Source: an optimization exercise on an open RTL-to-GDS flow (aim: small area). Production flows keep margins and buffers that such runs may drop. RTL that was checked went through simulation tests only; none was proved equivalent to the original. For run 3, only the layout was checked, not whether the RTL still works. Power figures rest on the tool's default switching activity, not on a simulated workload. No driver is modelled on the clock port, so clocking that relies on it looks cheaper here than on a real chip.

==> flow/flow/run.sh <==
#!/bin/bash
set -euo pipefail
ARGS=(
  "BUFFER_PORTS_ARGS=-buffer_cell sky130_fd_sc_hd__buf_1"
  "CTS_ARGS=-sink_clustering_enable -repair_clock_nets -buf_list sky130_fd_sc_hd__clkbuf_8 -sink_clustering_size 16 -sink_clustering_max_diameter 60 -dont_use_dummy_load"
)
RES=orfs/results/sky130hd/sq_serial_parser/base
bash standard.sh "${ARGS[@]}" synth > flow_synth.log 2>&1
cp $RES/1_2_yosys.v flow_standard_synth.v
python3 flow/chainmap.py $RES/1_2_yosys.v > flow_chainmap.log 2>&1
python3 flow/downsize.py $RES/1_2_yosys.v \
  "$FLOW_HOME/platforms/sky130hd/lib/sky130_fd_sc_hd__tt_025C_1v80.lib" > flow_downsize.log 2>&1
touch $RES/1_2_yosys.v
bash standard.sh "${ARGS[@]}" finish > flow_make.log 2>&1
==> flow/config.mk <==
export PLATFORM = sky130hd
export DESIGN_NAME = sq_serial_parser
export DESIGN_NICKNAME = sq_serial_parser
export VERILOG_FILES = /design/flow/design.v
export SDC_FILE = /design/flow/constraint.sdc
export NUM_CORES = 4
export LEC_CHECK = 0
export CAP_MARGIN = 20
export CORE_MARGIN = 2
export CORE_UTILIZATION = 40
export PLACE_DENSITY = 0.6
export SLEW_MARGIN = 20
==> flow/standard.sh <==
#!/bin/bash
# synth_recipe.tcl (not shown) runs the flow's synth.tcl, then flattens the netlist and writes it again
# the make line also repeats each setting of config.mk as NAME=value (left out here)
make -C /OpenROAD-flow-scripts/flow DESIGN_CONFIG=/design/flow/config.mk WORK_HOME=/design/flow/orfs CLKGATE_MAP_FILE= SYNTH_SCRIPT=/design/flow/synth_recipe.tcl "${@:-finish}"
==> flow/flow/chainmap.py <==
#!/usr/bin/env python3
"""Remap the next-state logic of the command-window registers.

Each window register cw[i] (i < 635) takes the next code bit cw[i+5] when a
byte is shifted in, keeps its value while no byte is taken, and clears on
reset:  D = (sh & cw[i+5]) | (hd & cw[i])  with  sh = in_valid & ~rst  and
hd = ~in_valid & ~rst.  The synthesis maps this as a mux and a reset gate per
bit; here each bit gets one sky130_fd_sc_hd__a22o_1 fed by two shared signals
sh and hd instead. The registers themselves (names, cells) are unchanged.
Logic left without loads afterwards is removed.

usage: chainmap.py NETLIST
"""
import re
import sys

path = sys.argv[1]
text = open(path).read()

m = re.search(r'^module\s+(\w+)\s*\((.*?)\);', text, re.S | re.M)
body_start = m.end()
endm = text.rindex('endmodule')
head, body, tail = text[:body_start], text[body_start:endm], text[endm:]

inst_re = re.compile(r'^\s*(sky130_fd_sc_hd__\w+)\s+(\\\S+|\w+)\s*\((.*?)\);\s*$', re.S | re.M)
pin_re = re.compile(r'\.(\w+)\(\s*(.*?)\s*\)\s*(?:,|$)', re.S)
OUT = {'X', 'Y', 'Q', 'Q_N', 'SUM', 'COUT', 'HI', 'LO'}

insts = []          # [cell, name, {pin: net}, span]
for mm in inst_re.finditer(body):
    pins = {p: n.strip() for p, n in pin_re.findall(mm.group(3))}
    insts.append([mm.group(1), mm.group(2), pins, mm.span()])

other = inst_re.sub('', body)   # declarations and assigns

outputs = set()
for mm in re.finditer(r'^\s*output\s+(?:\[(\d+):(\d+)\]\s+)?(\w+)\s*;', other, re.M):
    outputs.add(mm.group(3))


def norm(n):
    return n.strip()


flops = {}
for ins in insts:
    mm = re.match(r'\\cw\[(\d+)\]\$_DFF_P_$', ins[1])
    if mm and ins[0].startswith('sky130_fd_sc_hd__dfxtp'):
        flops[int(mm.group(1))] = ins
if len(flops) != 640:
    sys.exit(f'expected 640 window registers, found {len(flops)}')

qnet = {i: norm(f[2]['Q']) for i, f in flops.items()}
new = []
new.append('  sky130_fd_sc_hd__inv_1 cwmap_ivn ( .A(in_valid), .Y(cwmap_ivn_y) );')
new.append('  sky130_fd_sc_hd__nor2_1 cwmap_sh ( .A(cwmap_ivn_y), .B(rst), .Y(cwmap_sh_y) );')
new.append('  sky130_fd_sc_hd__nor2_1 cwmap_hd ( .A(in_valid), .B(rst), .Y(cwmap_hd_y) );')
decl = ['  wire cwmap_ivn_y;', '  wire cwmap_sh_y;', '  wire cwmap_hd_y;']
for i in range(635):
    d = f'cwmap_d{i}'
    decl.append(f'  wire {d};')
    new.append(f'  sky130_fd_sc_hd__a22o_1 cwmap_a{i} ( .A1(cwmap_sh_y), .A2({qnet[i + 5]} ), '
               f'.B1(cwmap_hd_y), .B2({qnet[i]} ), .X({d}) );')
    flops[i][2]['D'] = d

# remove logic left without loads
def used_nets():
    used = set()
    for ins in insts:
        for p, n in ins[2].items():
            if p not in OUT:
                used.add(n)
    for line in new:
        for p, n in pin_re.findall(line[line.index('(') + 1:line.rindex(')')]):
            if p not in OUT:
                used.add(n.strip())
    for mm in re.finditer(r'assign\s+(.*?)\s*=\s*(.*?);', other, re.S):
        for tok in re.findall(r'\\\S+|[\w\[\]:]+', mm.group(2)):
            used.add(tok.strip())
    return used

removed = 0
while True:
    used = used_nets()
    keep = []
    for ins in insts:
        outs = [n for p, n in ins[2].items() if p in OUT]
        is_seq = 'df' in ins[0]
        live = is_seq or any(
            n in used or re.sub(r'\[.*', '', n) in outputs for n in outs)
        if live:
            keep.append(ins)
        else:
            removed += 1
    if len(keep) == len(insts):
        break
    insts = keep

lines = []
for cell, name, pins, _ in insts:
    conn = ',\n'.join(f'    .{p}({n}{" " if n.startswith(chr(92)) else ""})' for p, n in pins.items())
    lines.append(f'  {cell} {name} (\n{conn}\n  );')
out = head + '\n'.join(decl) + '\n' + other.rstrip() + '\n' + '\n'.join(lines) + '\n' + '\n'.join(new) + '\n' + tail
open(path, 'w').write(out)
print(f'remapped 635 window registers, removed {removed} cells')
==> flow/constraint.sdc <==
create_clock -name core_clock -period 5.0 [get_ports {clk}]
set_input_delay 1.0000 -clock core_clock [delete_from_list [all_inputs] [get_ports {clk}]]
set_output_delay 1.0000 -clock core_clock [all_outputs]
set_load 0.01 [all_outputs]
==> flow/flow/downsize.py <==
#!/usr/bin/env python3
"""Downsize the logic gates of a synthesised netlist in place.

Every combinational gate that the synthesis mapped to a stronger drive
(sky130_fd_sc_hd__<gate>_2/_4/...) is swapped for the weakest drive of the
same gate (same function, same pins). Buffers, inverters and sequential
cells are left alone. The layout's repair steps size up again where the
slew, capacitance or timing limits need it.

usage: downsize.py NETLIST LIBERTY
"""
import re
import sys

netlist, liberty = sys.argv[1], sys.argv[2]

cells = set()
for line in open(liberty):
    m = re.match(r'\s*cell\s*\(\s*"?(sky130_fd_sc_hd__\w+?)"?\s*\)', line)
    if m:
        cells.add(m.group(1))

keep = re.compile(r'sky130_fd_sc_hd__(buf|clkbuf|inv|clkinv|bufinv|dfxtp|edfxtp|dfxbp|'
                  r'dfrtp|dfstp|sdf|dl|conb|fa|ha|maj3|xor|xnor|mux)')

text = open(netlist).read()
counts = {}


def swap(m):
    name, base, size = m.group(0), m.group(1), m.group(2)
    if keep.match(name) or size in ('0', '1'):
        return name
    for small in ('1', '0'):
        cand = f'{base}_{small}'
        if cand in cells:
            counts[name] = counts.get(name, 0) + 1
            return cand
    return name


text = re.sub(r'\b(sky130_fd_sc_hd__[a-z0-9]+)_(\d+)\b(?=\s+[\\\w])', swap, text)
open(netlist, 'w').write(text)
for k, v in sorted(counts.items()):
    print(f'{v:5d} {k}')
==> flow/design.v <==
module sq_serial_parser (
    input  wire         clk,
    input  wire         rst,
    input  wire         in_valid,
    input  wire [7:0]   in_byte,
    input  wire         role_tx,
    input  wire         store_wr_ok,
    input  wire         store_rd_ok,
    input  wire [15:0]  store_rd_value,
    output reg          echo_valid,
    output reg  [7:0]   echo_byte,
    output reg  [4:0]   fired,
    output wire         store_wr,
    output reg  [9:0]   store_wr_value,
    output wire         store_rd,
    output wire         report_valid,
    output wire [15:0]  report_value,
    output wire         diag_valid,
    output wire [1:0]   diag_info,
    output reg  [15:0]  node_id,
    output reg  [9:0]   tid,
    output reg          tx_armed,
    output reg  [511:0] tx_bitmap
);
    localparam [4:0] C_PLAIN = 5'b00000;
    localparam [4:0] C_DET   = 5'b00001;
    localparam [4:0] C_SID   = 5'b00010;
    localparam [4:0] C_TID   = 5'b00100;
    localparam [4:0] C_ARM   = 5'b01000;
    localparam [4:0] C_RID   = 5'b00011;
    localparam [2:0] P_SID = 3'd0, P_TID = 3'd1, P_ARM = 3'd2, P_RID = 3'd3, P_DET = 3'd4;
    reg  [639:0] cw;           
    reg          det4;           
    reg  [2:0]   pt;             
    reg  [2:0]   pl;             
    reg          okr;            
    reg  [4:0] hexc;
    always @* begin
        if (in_byte >= 8'h30 && in_byte <= 8'h39)
            hexc = {1'b1, in_byte[3:0]};
        else if ((in_byte >= 8'h41 && in_byte <= 8'h46) ||
                 (in_byte >= 8'h61 && in_byte <= 8'h66))
            hexc = {1'b1, in_byte[3:0] + 4'd9};
        else
            hexc = C_PLAIN;
    end
    wire comma = (in_byte == 8'h2C);
    reg  [4:0] code;
    always @* begin
        code = hexc;
        if (comma && pl == 3'd4) begin
            case (pt)
                P_SID:   code = C_SID;
                P_TID:   code = C_TID;
                P_ARM:   code = C_ARM;
                P_RID:   code = C_RID;
                default: code = C_DET;
            endcase
        end
    end
    reg [2:0] pt_n, pl_n;
    always @* begin
        pt_n = pt;
        pl_n = 3'd0;
        if (in_byte == 8'h23) begin
            pl_n = 3'd1;
        end else begin
            case (pl)
                3'd1: begin
                    pl_n = 3'd2;
                    case (in_byte)
                        "S":     pt_n = P_SID;
                        "T":     pt_n = P_TID;
                        "A":     pt_n = P_ARM;
                        "R":     pt_n = P_RID;
                        "D":     pt_n = P_DET;
                        default: pl_n = 3'd0;
                    endcase
                end
                3'd2: begin
                    case (pt)
                        P_ARM:   pl_n = (in_byte == "R") ? 3'd3 : 3'd0;
                        P_DET:   pl_n = (in_byte == "E") ? 3'd3 : 3'd0;
                        default: pl_n = (in_byte == "I") ? 3'd3 : 3'd0;
                    endcase
                end
                3'd3: begin
                    case (pt)
                        P_ARM:   pl_n = (in_byte == "M") ? 3'd4 : 3'd0;
                        P_DET:   pl_n = (in_byte == "T") ? 3'd4 : 3'd0;
                        default: pl_n = (in_byte == "D") ? 3'd4 : 3'd0;
                    endcase
                end
                default: pl_n = 3'd0;
            endcase
        end
    end
    wire term = (in_byte == 8'h3B);
    wire m_sid = term && (cw[620 +: 5] == C_SID);
    wire m_tid = term && (cw[620 +: 5] == C_TID);
    wire m_arm = term && (cw[630 +: 5] == C_ARM);
    wire m_rid = term && (cw[635 +: 5] == C_RID);
    wire m_det = term && det4;
    function is_digit;
        input [4:0] c;
        begin
            is_digit = c[4] && (c[3:0] <= 4'd9);
        end
    endfunction
    wire [4:0] p0 = cw[625 +: 5];
    wire [4:0] p1 = cw[630 +: 5];
    wire [4:0] p2 = cw[635 +: 5];
    wire [9:0] dec_val = (is_digit(p0) && is_digit(p1) && is_digit(p2)) ?
                         p0[3:0] * 10'd100 + p1[3:0] * 10'd10 + p2[3:0] : 10'd0;
    wire       arm_val = (p2 == 5'b10001);
    reg  [511:0] det_val;
    integer k;
    always @* begin
        for (k = 0; k < 64; k = k + 1)
            det_val[8*k +: 8] = {8{cw[5*(2*k) + 4] & cw[5*(2*k+1) + 4]}} &
                                {cw[5*(2*k) +: 4], cw[5*(2*k+1) +: 4]};
    end
    assign store_wr     = fired[0];
    assign store_rd     = fired[1];
    assign report_valid = fired[1] & okr;
    assign report_value = node_id;
    assign diag_valid   = (fired[0] | fired[1]) & ~okr;
    assign diag_info    = {fired[0], fired[1]};
    wire sh = in_valid & ~rst;                           
    wire hd = ~in_valid & ~rst;                          
    wire ld = in_valid & ~rst & m_det & role_tx;         
    wire kp = ~(in_valid & m_det & role_tx) & ~rst;      
    always @(posedge clk) begin
        cw        <= ({640{sh}} & {code, cw[639:5]}) | ({640{hd}} & cw);
        det4      <= (sh & (cw[0 +: 5] == C_DET)) | (hd & det4);
        tx_bitmap <= ({512{ld}} & det_val) | ({512{kp}} & tx_bitmap);
    end
    always @(posedge clk) begin
        echo_byte      <= in_byte;
        store_wr_value <= dec_val;
        okr            <= m_sid ? store_wr_ok : store_rd_ok;
    end
    always @(posedge clk) begin
        if (rst) begin
            pt         <= P_SID;
            pl         <= 3'd0;
            echo_valid <= 1'b0;
            fired      <= 5'b0;
            node_id    <= 16'hFFFF;
            tid        <= 10'd0;
            tx_armed   <= 1'b0;
        end else begin
            echo_valid <= in_valid;
            fired      <= in_valid ? {m_det, m_arm, m_tid, m_rid, m_sid} : 5'b0;
            if (in_valid) begin
                pt <= pt_n;
                pl <= pl_n;
                if (m_sid && store_wr_ok)
                    node_id <= {6'd0, dec_val};
                if (m_rid && store_rd_ok)
                    node_id <= store_rd_value;
                if (m_tid)
                    tid <= dec_val;
                if (m_arm && role_tx)
                    tx_armed <= arm_val;
            end
        end
    end
endmodule
==> summary.txt, run 1 <==
Outcome
  – Outcome: no timing/DRC/antenna violations

Detailed routing
  – Drt total wl: 94.41 mm
  – Via Count: approximately 26000
  – Drt wl/cell: 19.66 um
  – Remaining DRCs: 0
  – Vias/cell: 5.409
  – DR pass1 iterations: 5
  – Routed Antenna Nets: 0
  – Initial DRC count: about 1900

Global route
  – Pin count of the biggest net entering global routing: 158
  – Total global routing overflow: 0
  – First-pass GRT wire length: 144.8 mm
  – Initial antenna violation count: 1
  – Tot GR Track Use: 0.1863
  – Vias in the first global route: 24500

Die
  – Initial Util: 0.4021
  – Core ar.: 0.09305 mm^2
  – Die Span X: about 310 um
  – Rows: 112
  – Die area: 0.09601 mm^2
  – I/O pins: slightly above 600
  – Die Y: 309.9 um

CTS
  – Clk slew on worst S/H paths: 0.09 ns
  – Inserted Clock Buffers: between 90 and 100
  – Post-CTS setup buffer count: 0
  – Post-cts gate resize count: 0
  – CTS HTree Levels: 3
  – Clk sinks: 1211
  – Skew-Pair Late Insertion Delay: 0.74 ns
  – Hold_buf cts: 0
  – CTS Root Cell: clkbuf_8
  – CTS tree: built
  – Clk buf depth: 3

Timing
  – Final TNS setup: 0 ns
  – Post-layout min period: 3.507 ns
  – Worst Tran Pin Value: 0.8785 ns
  – Period utilisation layout: 0.7014
  – Max-slew violation count: 0
  – Worst Hold Slack: between 0.4 and 0.5 ns
  – F_max: 0.2852 GHz
  – Hold Violations, Final: 0
  – Clk_skew: 0.09156 ns
  – Max_slew headroom: 0.4144
  – Setup WS post-layout: 1.493 ns
  – RSZ-0062 raised after global routing: false
  – Final setup viols: 0

Place
  – Dpl ws: 1.516 ns
  – DP HPWL: 61.66 mm
  – Final GP Congestion: 0.8105
  – Dpl cell area: 0.04130 mm^2
  – Number of port buffers: approximately 600
  – Placed insts: 4706

Finish
  – FF/Latch Area: 0.02424 mm^2
  – Commonest non-fill, non-tap cell in the layout: dfxtp_1
  – Final Cell Area: 0.04263 mm^2
  – Most frequent cells in the layout: dfxtp_1 (1211), a22o_1 (1147), buf_1 (613)
  – Fraction of layout cells with a size suffix above 1: 0.03919
  – Area of the multi-input gates: about 0.013 mm^2
  – Layout area overhead: 13.92%
  – Core Util, Final: 0.4581
  – Final nets: 3615
  – Fillers: a little under 9000
  – Final Non-Filler Cells: 4802

Setup path
  – CP Launch Type: register
  – Most frequent CP cell: ha_1
  – Critical path depth in cells: 11
  – Crit-path max cell delay: between 0.5 and 0.6 ns
  – CP max stage cell: dfxtp_1
  – Worst Path Required: 5.61 ns
  – Crit path DAT: roughly 4 ns
  – Kind of cell adding the most delay to the critical path: adder cells
  – Crit Path Category: register to register
  – Worst Path Buf+Inv: 0
  – CP endpoint kind: register
  – Reg2Reg Depth: 11
  – CP Cell Sequence: ha_1 -> ha_1 -> fa_1 -> xor2_1 -> ha_1 -> ha_1 -> a21o_1 -> a21o_1 -> a221oi_1 -> mux2i_1 -> o21ai_0
  – Crit Path Max Fanout: 8

Synth
  – Syn Std Cell Area: 0.03742 mm^2
  – Warnings, synthesis: 1
  – Synthesized Nets: 2968
  – Mapped Cells: a little under 3000
  – Syn avg cell area: 12.89 um^2

Job
  – Max-Cap Viols: 0

Pwr
  – PD cells: about 340 mW/mm^2
  – Final Power: approximately 15 mW
  – Leak pwr: around 16 nW
  – Worst vdd ir: 0.0002765 V

Hold path
  – Hold Path Cell Cnt: 1
  – Worst Hold Class: register to register
-- power breakdown --
part	internal [mW]	leakage, nW	switching, mW	total, mW
clock network	1.70	0.683	2.93	4.63
registers	9.64	9.75	0.00550	9.65
logic	0.0714	5.60	0.289	0.361
total	11.4	16.0	3.23	14.6
-- final cells by class --
class,count,share of cell area
multi-input combinational,1555,0.2948
tap,1254,0.03681
clock buffer,95,0.03067
timing repair buffer,651,0.06590
sequential,1211,0.5687
inverter,35,0.003082
antenna,1,0.00005870
-- per-layer routing --
metal | part of all wire | vias up | routed length [um] | GRT usage
li1 | - | 12560 | - | -
met1 | 0.45 | 12700 | 42460 | 0.2496
met2 | 0.46 | 600 | 43110 | 0.2892
met3 | 0.067 | 119 | 6366 | 0.05062
met4 | 0.026 | 0 | 2472 | 0.06460
met5 | 0 | - | 0 | 0
-- worst paths after layout --
check | slack (ns) | endpoint | from
min | 0.45 | cw[129] | cw[134]
max | 1.49 | tid[9] | cw[633]
max reg2reg | 1.49 | tid[9] | cw[633]
min reg2reg | 0.45 | cw[129] | cw[134]
-- state kept, by name, indices dropped and copies added, names as in the netlist, 3 cells and up --
signal / cells
store_wr_value: 10
node_id: 16
cw: 640
tx_bitmap: 512
fired: 5
tid: 10
pt: 3
echo_byte: 8
pl: 3
==> run 2, diff against run 1 <==
--- a/flow/flow/run.sh
+++ b/flow/flow/run.sh
@@ -2,7 +2,7 @@
 set -euo pipefail
 ARGS=(
   "BUFFER_PORTS_ARGS=-buffer_cell sky130_fd_sc_hd__buf_1"
-  "CTS_ARGS=-sink_clustering_enable -repair_clock_nets -buf_list sky130_fd_sc_hd__clkbuf_8 -sink_clustering_size 16 -sink_clustering_max_diameter 60 -dont_use_dummy_load"
+  "CTS_ARGS=-sink_clustering_enable -repair_clock_nets -buf_list sky130_fd_sc_hd__clkbuf_16 -sink_clustering_size 30 -sink_clustering_max_diameter 100 -dont_use_dummy_load"
 )
 RES=orfs/results/sky130hd/sq_serial_parser/base
 bash standard.sh "${ARGS[@]}" synth > flow_synth.log 2>&1
==> summary.txt, run 2 <==
Outcome
  – Outcome: no timing/DRC/antenna violations (unchanged)

Setup path
  – CP endpoint kind: register (unchanged)
  – CP Cell Sequence: ha_1 -> ha_1 -> fa_1 -> xor2_1 -> ha_1 -> ha_1 -> a21o_1 -> a21o_1 -> a221oi_1 -> mux2i_1 -> o21ai_0 (unchanged)
  – CP Launch Type: register (unchanged)
  – Crit-path max cell delay: 0.52 ns (was 0.51 ns)
  – Crit Path Category: register to register (unchanged)
  – Crit path DAT: 4.05 ns (was 4.12 ns)
  – Worst Path Required: 5.54 ns (was 5.61 ns)
  – CP startpoint: cw[633] (unchanged)
  – Capture point of the worst reg-to-reg path: tid[9] (unchanged)
  – Crit Path Max Fanout: 8 (unchanged)
  – Setup slack, reg-to-reg: 1.49 ns (about the same)
  – Crit Reg-Reg Startpoint: cw[633] (unchanged)
  – CP max stage cell: dfxtp_1 (unchanged)
  – Reg2Reg Depth: 11 (unchanged)
  – Most frequent CP cell: ha_1 (unchanged)

Detailed routing
  – Vias/cell: 5.418 (was 5.409)
  – Drt total wl: 93.62 mm (was 94.41 mm)
  – Drt wl/cell: 19.70 um (was 19.66 um)
  – Routed Antenna Nets: 0 (unchanged)
  – Via Count: 25750 (was 25970)
  – DR pass1 iterations: 5 (unchanged)
  – Initial DRC count: 1996 (was 1890)
  – Remaining DRCs: 0 (unchanged)

Global route
  – Total global routing overflow: 0 (unchanged)
  – Vias in the first global route: 23950 (was 24500)
  – Tot GR Track Use: 0.1839 (was 0.1863)
  – First-pass GRT wire length: 143.4 mm (was 144.8 mm)
  – Initial antenna violation count: 0 (was 1)
  – Pin count of the biggest net entering global routing: 158 (unchanged)

Synth
  – Synthesized Nets: 2968 (unchanged)
  – Warnings, synthesis: 1 (unchanged)
  – Syn avg cell area: 12.89 um^2 (unchanged)
  – Syn Std Cell Area: 0.03742 mm^2 (unchanged)
  – Mapped Cells: 2902 (unchanged)

Finish
  – Antenna diodes: 0 (was 1)
  – Final Non-Filler Cells: 4753 (was 4802)
  – Final nets: 3567 (was 3615)
  – Most frequent cells in the layout: dfxtp_1 (1211), a22o_1 (1147), buf_1 (613) (unchanged)
  – Biggest regs: cw (640), tx_bitmap (512), node_id (16) (unchanged)
  – Fraction of layout cells with a size suffix above 1: 0.02601 (was 0.03919)
  – Largest register FFs: 640 (unchanged)
  – Commonest non-fill, non-tap cell in the layout: dfxtp_1 (unchanged)
  – Layout area overhead: 13.56% (was 13.92%)
  – Register bank with the most flops: cw (unchanged)

Place
  – Placed insts: 4706 (unchanged)
  – DP HPWL: 61.66 mm (unchanged)
  – Final GP Congestion: 0.8105 (unchanged)
  – Number of port buffers: 614 (unchanged)

Timing
  – Max_slew headroom: 0.4344 (was 0.4144)
  – Final setup viols: 0 (unchanged)
  – Hold Violations, Final: 0 (unchanged)
  – Clk_skew: 0.05140 ns (was 0.09156 ns)
  – Max-slew violation count: 0 (unchanged)
  – RSZ-0062 raised after global routing: false (unchanged)
  – Period utilisation layout: 0.7030 (was 0.7014)
  – Post-layout min period: 3.515 ns (was 3.507 ns)
  – F_max: 0.2845 GHz (was 0.2852 GHz)
  – Worst Hold Slack: 0.4553 ns (was 0.4523 ns)
  – Worst Tran Pin Value: 0.8484 ns (was 0.8785 ns)

CTS
  – Clk buf depth: 3 (unchanged)
  – CTS Root Cell: clkbuf_16 (was clkbuf_8)
  – Clk sinks: 1211 (unchanged)
  – CTS tree: built (unchanged)
  – Inserted Clock Buffers: 47 (was 95)
  – Clk slew on worst S/H paths: 0.11 ns (was 0.09 ns)
  – Post-cts gate resize count: 0 (unchanged)
  – Post-CTS setup buffer count: 0 (unchanged)
  – CTS HTree Levels: 2 (was 3)
  – Hold_buf cts: 0 (unchanged)
  – Skew-Pair Late Insertion Delay: 0.64 ns (was 0.74 ns)

Hold path
  – HP Start: cw[616] (was cw[134])
  – Worst Hold Class: register to register (unchanged)
  – Worst-case hold path end point: tx_bitmap[489] (was cw[129])
  – Hold Path Cell Cnt: 1 (unchanged)

Pwr
  – Worst vdd ir: 0.0002694 V (was 0.0002765 V)
  – Leak pwr: 15.93 nW (was 16.04 nW)
  – PD cells: 342.5 mW/mm^2 (was 343.5 mW/mm^2)
  – Final Power: 14.55 mW (was 14.64 mW)

Die
  – I/O pins: 615 (unchanged)
  – Rows: 112 (unchanged)
  – Initial Util: 0.4021 (unchanged)
  – Die Y: 309.9 um (unchanged)
  – Core ar.: 0.09305 mm^2 (unchanged)
  – Die Span X: 309.9 um (unchanged)
  – Die area: 0.09601 mm^2 (unchanged)

Job
  – Max-Cap Viols: 0 (unchanged)
## run 2: power by group
part / switching, mW / internal (mW) / total [mW]
Sequential: 0.00561 / 9.65 / 9.65
Combinational: 0.289 / 0.0714 / 0.360
Clock: 2.84 / 1.70 / 4.54
Total: 3.13 / 11.4 / 14.6
## run 2: how the worst max path moves through the flow
| stage | endpoint | slack [ns] | cells after the start |
|---|---|---|---|
| after floorplan | cw[0] | -3.29 | 2 |
| after CTS | tid[9] | 1.48 | 11 |
| after global routing | tid[9] | 1.20 | 11 |
| after detailed placement | tid[9] | 1.52 | 11 |
| after global placement | tid[9] | 1.57 | 11 |
| final | tid[9] | 1.49 | 11 |
## run 2: final cells by class
| class | instances | area (um^2) |
|---|---|---|
| inverters | 35 | 131.4 |
| fillers | 8734 | 50560 |
| multi-input cells | 1555 | 12560 |
| repair buffers | 651 | 2809 |
| clock buffers | 47 | 1176 |
| flip-flops and latches | 1211 | 24240 |
| well taps | 1254 | 1569 |
## run 2: through the flow
step	worst slack (ns)	cell area, um^2	utilization	TNS [ns]
final	1.485	42490	0.4567	0
after detailed placement	1.516	41300	0.4438	0
after global placement	1.571	41300	0.4438	0
after CTS	1.481	42480	0.4565	0
after global routing	1.204	42490	0.4567	0
after floorplan	-3.293	37430	-	-2091.03
## run 2: worst max-delay path: cells and delay by family (launching register included)
family / cells / cell delay [ns]
multiplexers: 1 / 0.32
AO/OA/AOI/OAI: 4 / 0.82
XOR/XNOR: 1 / 0.19
flip-flops: 1 / 0.52
adder cells (fa/ha/maj): 5 / 1.57
## run 2: layer usage
layer,up-vias,part of all wire,track usage,routed length [um]
li1,12470,-,-,-
met1,12690,0.46,0.2514,42640
met2,498,0.46,0.2882,42950
met3,94,0.061,0.04406,5729
met4,0,0.025,0.05471,2297
met5,-,0,0,0
==> run 3, diff against run 2 <==
==> flow/design.v (replaced) <==
module sq_serial_parser (
    input  wire         clk,
    input  wire         rst,
    input  wire         in_valid,
    input  wire [7:0]   in_byte,
    input  wire         role_tx,
    input  wire         store_wr_ok,
    input  wire         store_rd_ok,
    input  wire [15:0]  store_rd_value,
    output reg          echo_valid,
    output reg  [7:0]   echo_byte,
    output reg  [4:0]   fired,
    output reg          store_wr,
    output reg  [9:0]   store_wr_value,
    output reg          store_rd,
    output reg          report_valid,
    output reg  [15:0]  report_value,
    output reg          diag_valid,
    output reg  [1:0]   diag_info,
    output reg  [15:0]  node_id,
    output reg  [9:0]   tid,
    output reg          tx_armed,
    output reg  [511:0] tx_bitmap
);
    localparam integer WLEN = 134;
    reg  [8*WLEN-1:0] win;
    wire [8*WLEN-1:0] w = {in_byte, win[8*WLEN-1:8]};
    function [7:0] wb;
        input [8*WLEN-1:0] v;
        input integer i;
        begin
            wb = v[8*i +: 8];
        end
    endfunction
    function is_digit;
        input [7:0] c;
        begin
            is_digit = (c >= 8'h30) && (c <= 8'h39);
        end
    endfunction
    function [9:0] dec3;
        input [7:0] p0, p1, p2;
        begin
            if (is_digit(p0) && is_digit(p1) && is_digit(p2))
                dec3 = (p0 - 8'h30) * 10'd100 + (p1 - 8'h30) * 10'd10 + (p2 - 8'h30);
            else
                dec3 = 10'd0;
        end
    endfunction
    function [4:0] hexval;
        input [7:0] c;
        begin
            if (c >= 8'h30 && c <= 8'h39)
                hexval = {1'b0, c[3:0]};
            else if (c >= 8'h41 && c <= 8'h46)
                hexval = {1'b0, c[3:0] + 4'd9};
            else if (c >= 8'h61 && c <= 8'h66)
                hexval = {1'b0, c[3:0] + 4'd9};
            else
                hexval = 5'h10;
        end
    endfunction
    function [7:0] hexpair;
        input [7:0] h, l;
        reg [4:0] vh, vl;
        begin
            vh = hexval(h);
            vl = hexval(l);
            if (vh[4] || vl[4])
                hexpair = 8'h00;
            else
                hexpair = {vh[3:0], vl[3:0]};
        end
    endfunction
    function [39:0] prefix;
        input [8*WLEN-1:0] v;
        input integer i;
        begin
            prefix = {wb(v, i), wb(v, i+1), wb(v, i+2), wb(v, i+3), wb(v, i+4)};
        end
    endfunction
    wire term  = (wb(w, 133) == 8'h3B);
    wire m_sid = term && (prefix(w, 125) == "#SID,");
    wire m_rid = term && (prefix(w, 128) == "#RID,");
    wire m_tid = term && (prefix(w, 125) == "#TID,");
    wire m_arm = term && (prefix(w, 127) == "#ARM,");
    wire m_det = term && (prefix(w, 0)   == "#DET,");
    wire [9:0] dec_val = dec3(wb(w, 130), wb(w, 131), wb(w, 132));
    wire       arm_val = (wb(w, 132) == 8'h31);
    reg  [511:0] det_val;
    integer k;
    always @* begin
        for (k = 0; k < 64; k = k + 1)
            det_val[8*k +: 8] = hexpair(wb(w, 5 + 2*k), wb(w, 6 + 2*k));
    end
    always @(posedge clk) begin
        if (rst) begin
            win            <= {8*WLEN{1'b0}};
            echo_valid     <= 1'b0;
            echo_byte      <= 8'h00;
            fired          <= 5'b0;
            store_wr       <= 1'b0;
            store_wr_value <= 10'd0;
            store_rd       <= 1'b0;
            report_valid   <= 1'b0;
            report_value   <= 16'h0000;
            diag_valid     <= 1'b0;
            diag_info      <= 2'd0;
            node_id        <= 16'hFFFF;
            tid            <= 10'd0;
            tx_armed       <= 1'b0;
            tx_bitmap      <= 512'd0;
        end else begin
            echo_valid   <= 1'b0;
            fired        <= 5'b0;
            store_wr     <= 1'b0;
            store_rd     <= 1'b0;
            report_valid <= 1'b0;
            diag_valid   <= 1'b0;
            if (in_valid) begin
                win        <= w;
                echo_valid <= 1'b1;
                echo_byte  <= in_byte;
                fired      <= {m_det, m_arm, m_tid, m_rid, m_sid};
                if (m_sid) begin
                    store_wr       <= 1'b1;
                    store_wr_value <= dec_val;
                    if (store_wr_ok) begin
                        node_id <= {6'd0, dec_val};
                    end else begin
                        diag_valid <= 1'b1;
                        diag_info  <= 2'd2;
                    end
                end
                if (m_rid) begin
                    store_rd <= 1'b1;
                    if (store_rd_ok) begin
                        node_id      <= store_rd_value;
                        report_valid <= 1'b1;
                        report_value <= store_rd_value;
                    end else begin
                        diag_valid <= 1'b1;
                        diag_info  <= 2'd1;
                    end
                end
                if (m_tid)
                    tid <= dec_val;
                if (m_arm && role_tx)
                    tx_armed <= arm_val;
                if (m_det && role_tx)
                    tx_bitmap <= det_val;
            end
        end
    end
endmodule
==> flow/run.sh (new file) <==
#!/bin/bash
# synth_recipe.tcl (not shown) runs the flow's synth.tcl, then flattens the netlist and writes it again
# the make line also repeats each setting of config.mk as NAME=value (left out here)
make -C /OpenROAD-flow-scripts/flow DESIGN_CONFIG=/design/flow/config.mk WORK_HOME=/design/flow/orfs CLKGATE_MAP_FILE= SYNTH_SCRIPT=/design/flow/synth_recipe.tcl finish
removed: flow/flow/run.sh
removed: flow/flow/chainmap.py
removed: flow/flow/downsize.py
removed: flow/standard.sh
==> summary.txt, run 3 <==
Finish
  – Most frequent cells in the layout: nor2_1 (1664), dfxtp_1 (1639), mux2i_1 (1175) (was dfxtp_1 (1211), a22o_1 (1147), buf_1 (613))
  – Largest register FFs: 1056 (was 640)
  – Fraction of layout cells with a size suffix above 1: 0.06229 (was 0.02601)
  – Register bank with the most flops: win (was cw)
  – Commonest non-fill, non-tap cell in the layout: nor2_1 (was dfxtp_1)
  – Biggest regs: win (1056), tx_bitmap (512) (was cw (640), tx_bitmap (512), node_id (16))
  – Final nets: 9357 (was 3567)
  – Layout area overhead: 19.04% (was 13.56%)

Synth
  – FF+latch count, synth: 1639
  – Share of flip-flops with an asynchronous set or reset: 0
  – Top-area cell type share of the netlist area: 0.4221
  – Syn avg cell area: 9.170 um^2 (was 12.89 um^2)
  – Top-count cell post-synth: nor2_1
  – Synthesized Nets: 8956 (was 2968)
  – Register area share after synthesis: 0.4221
  – Top cells by area, synth: dfxtp_1 (42%), mux2i_1 (15%), nor2_1 (8.0%)
  – Synth unique cells: roughly 70
  – Synth Flop Type: dfxtp_1
  – Warnings, synthesis: 1 (unchanged)
  – Post-synth EDFFs: 0
  – Syn Std Cell Area: 0.07774 mm^2 (was 0.03742 mm^2)
  – Synth top cells by count: nor2_1 (1664), dfxtp_1 (1639), mux2i_1 (1175), a21oi_1 (480), ha_1 (437)
  – Area leader, netlist: dfxtp_1
  – Mapped Cells: 8478 (was 2902)

Pwr
  – Leak pwr: 35.71 nW (was 15.93 nW)
  – PD cells: 297.0 mW/mm^2 (was 342.5 mW/mm^2)
  – Worst vdd ir: 0.0003051 V (was 0.0002694 V)

CTS
  – CTS tree: built (unchanged)
  – Post-cts gate resize count: 0 (unchanged)
  – Clk sinks: 1639 (was 1211)
  – Clk buf depth: 3 (unchanged)
  – Hold_buf cts: 0 (unchanged)
  – Clk slew on worst S/H paths: 0.06 ns (was 0.11 ns)
  – Skew-Pair Late Insertion Delay: 0.82 ns (was 0.64 ns)
  – Post-CTS setup buffer count: 0 (unchanged)
  – Inserted Clock Buffers: 181 (was 47)
  – CTS HTree Levels: 4 (was 2)
  – CTS Root Cell: clkbuf_16 (unchanged)

Setup path
  – CP Launch Type: register (unchanged)
  – Critical Path End: store_wr_value[9] (was tid[9])
  – Worst Path Required: 5.76 ns (was 5.54 ns)
  – Setup slack, reg-to-reg: 0.60 ns (was 1.49 ns)
  – Crit Path Category: register to register (unchanged)
  – Crit path DAT: 5.16 ns (was 4.05 ns)
  – Reg2Reg Depth: 14 (was 11)
  – CP startpoint: win[1050] (was cw[633])
  – Crit Path Max Fanout: 7 (was 8)
  – Crit Reg-Reg Startpoint: win[1050] (was cw[633])
  – CP endpoint kind: register (unchanged)
  – Capture point of the worst reg-to-reg path: store_wr_value[9] (was tid[9])

Detailed routing
  – Routed Antenna Nets: 0 (unchanged)
  – Vias/cell: 5.220 (was 5.418)
  – Drt total wl: 219.1 mm (was 93.62 mm)
  – Initial DRC count: 3103 (was 1996)
  – Drt wl/cell: 18.96 um (was 19.70 um)
  – Via Count: 60300 (was 25750)
  – Remaining DRCs: 0 (unchanged)
  – DR pass1 iterations: 5 (unchanged)

Timing
  – Worst Tran Pin Value: 1.224 ns (was 0.8484 ns)
  – Hold Violations, Final: 0 (unchanged)
  – Max-slew violation count: 0 (unchanged)
  – Period utilisation layout: 0.8809 (was 0.7030)
  – F_max: 0.2270 GHz (was 0.2845 GHz)
  – Worst Hold Slack: 0.4549 ns (was 0.4553 ns)
  – RSZ-0062 raised after global routing: false (unchanged)
  – Post-layout min period: 4.405 ns (was 3.515 ns)
  – Clk_skew: 0.03097 ns (was 0.05140 ns)
  – Max_slew headroom: 0.1839 (was 0.4344)
  – Final TNS setup: 0 ns (unchanged)
  – Final setup viols: 0 (unchanged)

Die
  – Initial Util: 0.4033 (was 0.4021)
  – Die area: 0.1979 mm^2 (was 0.09601 mm^2)
  – Core ar.: 0.1928 mm^2 (was 0.09305 mm^2)
  – Die Span X: 444.9 um (was 309.9 um)
  – I/O pins: 615 (unchanged)
  – Rows: 161 (was 112)
  – Die Y: 444.9 um (was 309.9 um)

Global route
  – First-pass GRT wire length: 338.7 mm (was 143.4 mm)
  – Pin count of the biggest net entering global routing: 185 (was 158)
  – Initial antenna violation count: 1 (was 0)
  – Tot GR Track Use: 0.2135 (was 0.1839)
  – Total global routing overflow: 0 (unchanged)
  – Vias in the first global route: 57790 (was 23950)

Place
  – DP HPWL: 157.0 mm (was 61.66 mm)
  – Number of port buffers: 614 (unchanged)
  – Final GP Congestion: 0.8967 (was 0.8105)

Outcome
  – Outcome: no timing/DRC/antenna violations (unchanged)

Hold path
  – Worst Hold Class: register to register (unchanged)

Job
  – Max-Cap Viols: 0 (unchanged)
==> run 3: cell count changes in the layout (fill, tap and decap cells not counted), sizes merged, moves of 272 or more <==
cell	before	now
a21oi	17	480
a22o	1147	0
buf	650	106
clkdlybuf4s50	0	612
dfxtp	1211	1639
ha	31	437
inv	34	306
mux2i	4	1175
nor2	92	1664
nor3	12	381
xnor2	5	367
==> run 3: where the power goes <==
part	total, mW	leakage, nW	internal [mW]	switching, mW
Clock	13.5	2.96	7.92	5.54
Combinational	0.931	19.6	0.346	0.585
Sequential	13.1	13.2	13.1	0.0242
==> run 3: kinds of logic (layout without fill, tap and decap cells) <==
kind of cell	count (synthesis)	after routing	synth area share
buffers and inverters	800	1345	0.03924
AOI/OAI and AO/OA	1133	1133	0.09760
xor gates and xnor gates	383	383	0.04350
and+or+nand+nor	2885	2885	0.1710
muxes	1190	1190	0.1535
adders and majority gates	448	448	0.07316
DFF	1639	1639	0.4221
other	0	3	0
==> run 3: layout make-up <==
| cell class | count | area [um^2] |
|---|---|---|
| multi-input cells | 6039 | 42210 |
| inverters | 299 | 1122 |
| clock buffers | 264 | 5339 |
| fillers | 18030 | 100200 |
| clock inverters | 63 | 679.4 |
| diodes | 3 | 7.507 |
| well taps | 2526 | 3161 |
| flip-flops and latches | 1639 | 32810 |
| repair buffers | 719 | 7217 |
==> run 3: worst min-delay path by stage <==
stage,depth (start not counted),endpoint,slack [ns],startpoint
after global placement,2,report_value[1],0.44,report_value[1]
after floorplan,2,win[13],0.45,win[13]
after CTS,2,report_value[3],0.45,report_value[3]
after detailed placement,2,report_value[3],0.45,report_value[3]
final,2,diag_info[1],0.45,diag_info[1]
after global routing,2,report_value[3],0.47,report_value[3]
==> run 3: stage by stage <==
stage	area [um^2]	power, mW	setup WS (ns)	utilization	std cells
finish	92550	27.48	0.5955	0.4801	11550
floorplan	77740	14.08	1.028	-	8478
CTS	92220	27.87	0.6061	0.4784	11550
global placement	86210	14.30	0.6737	0.4472	11220
global route	92540	28.45	0.3046	0.4800	11550
detailed placement	86210	14.31	0.6518	0.4472	11220
==> run 3: routing by layer <==
| metal | vias to the layer above | share of wire | track usage |
|---|---|---|---|
| li1 | 30130 | - | - |
| met1 | 28850 | 0.44 | 0.2661 |
| met2 | 987 | 0.48 | 0.3606 |
| met3 | 331 | 0.040 | 0.03470 |
| met4 | 0 | 0.045 | 0.09718 |
| met5 | - | 0 | 0 |
==> run 3: critical path: stages, from the launching register on <==
cell and delay (ns):
dfxtp_1 0.49, inv_1 0.19, ha_1 0.34, ha_1 0.31
fa_1 0.49, ha_1 0.34, xnor2_1 0.16, fa_1 0.41
xnor2_1 0.19, xnor2_1 0.17, xnor3_1 0.37, xnor3_1 0.37
xor2_1 0.26, nand3_1 0.11, a21oi_1 0.15

-- what the ideal ports hide --
No port has a modelled driver above. Below, the same layouts with a new extraction and two added sets of constraints. Step 1 (the two cells are an assumption about what drives the block):
set clk [get_ports {clk}]
set_driving_cell -lib_cell sky130_fd_sc_hd__clkbuf_16 $clk
set_driving_cell -lib_cell sky130_fd_sc_hd__buf_2 [delete_from_list [all_inputs] $clk]
Step 2 also shifts input and output timing later by t, the mid clock arrival at the registers, as if the neighbouring blocks saw the same clock. Slacks: no drivers / after step 1 / after step 2; pairs: no drivers / after step 1.
| run | shift t [ns] | slack for setup (ns) | latest minus earliest clock arrival (ns) |
|---|---|---|---|
| run 1 | 0.766 | 1.493 / 1.493 / 1.493 | 0.116 / 0.117 |
| run 2 | 0.694 | 1.485 / 1.485 / 1.485 | 0.069 / 0.068 |
| run 3 | 0.900 | 0.595 / 0.595 / 0.595 | 0.031 / 0.032 |
After both steps every run listed still meets setup and hold.
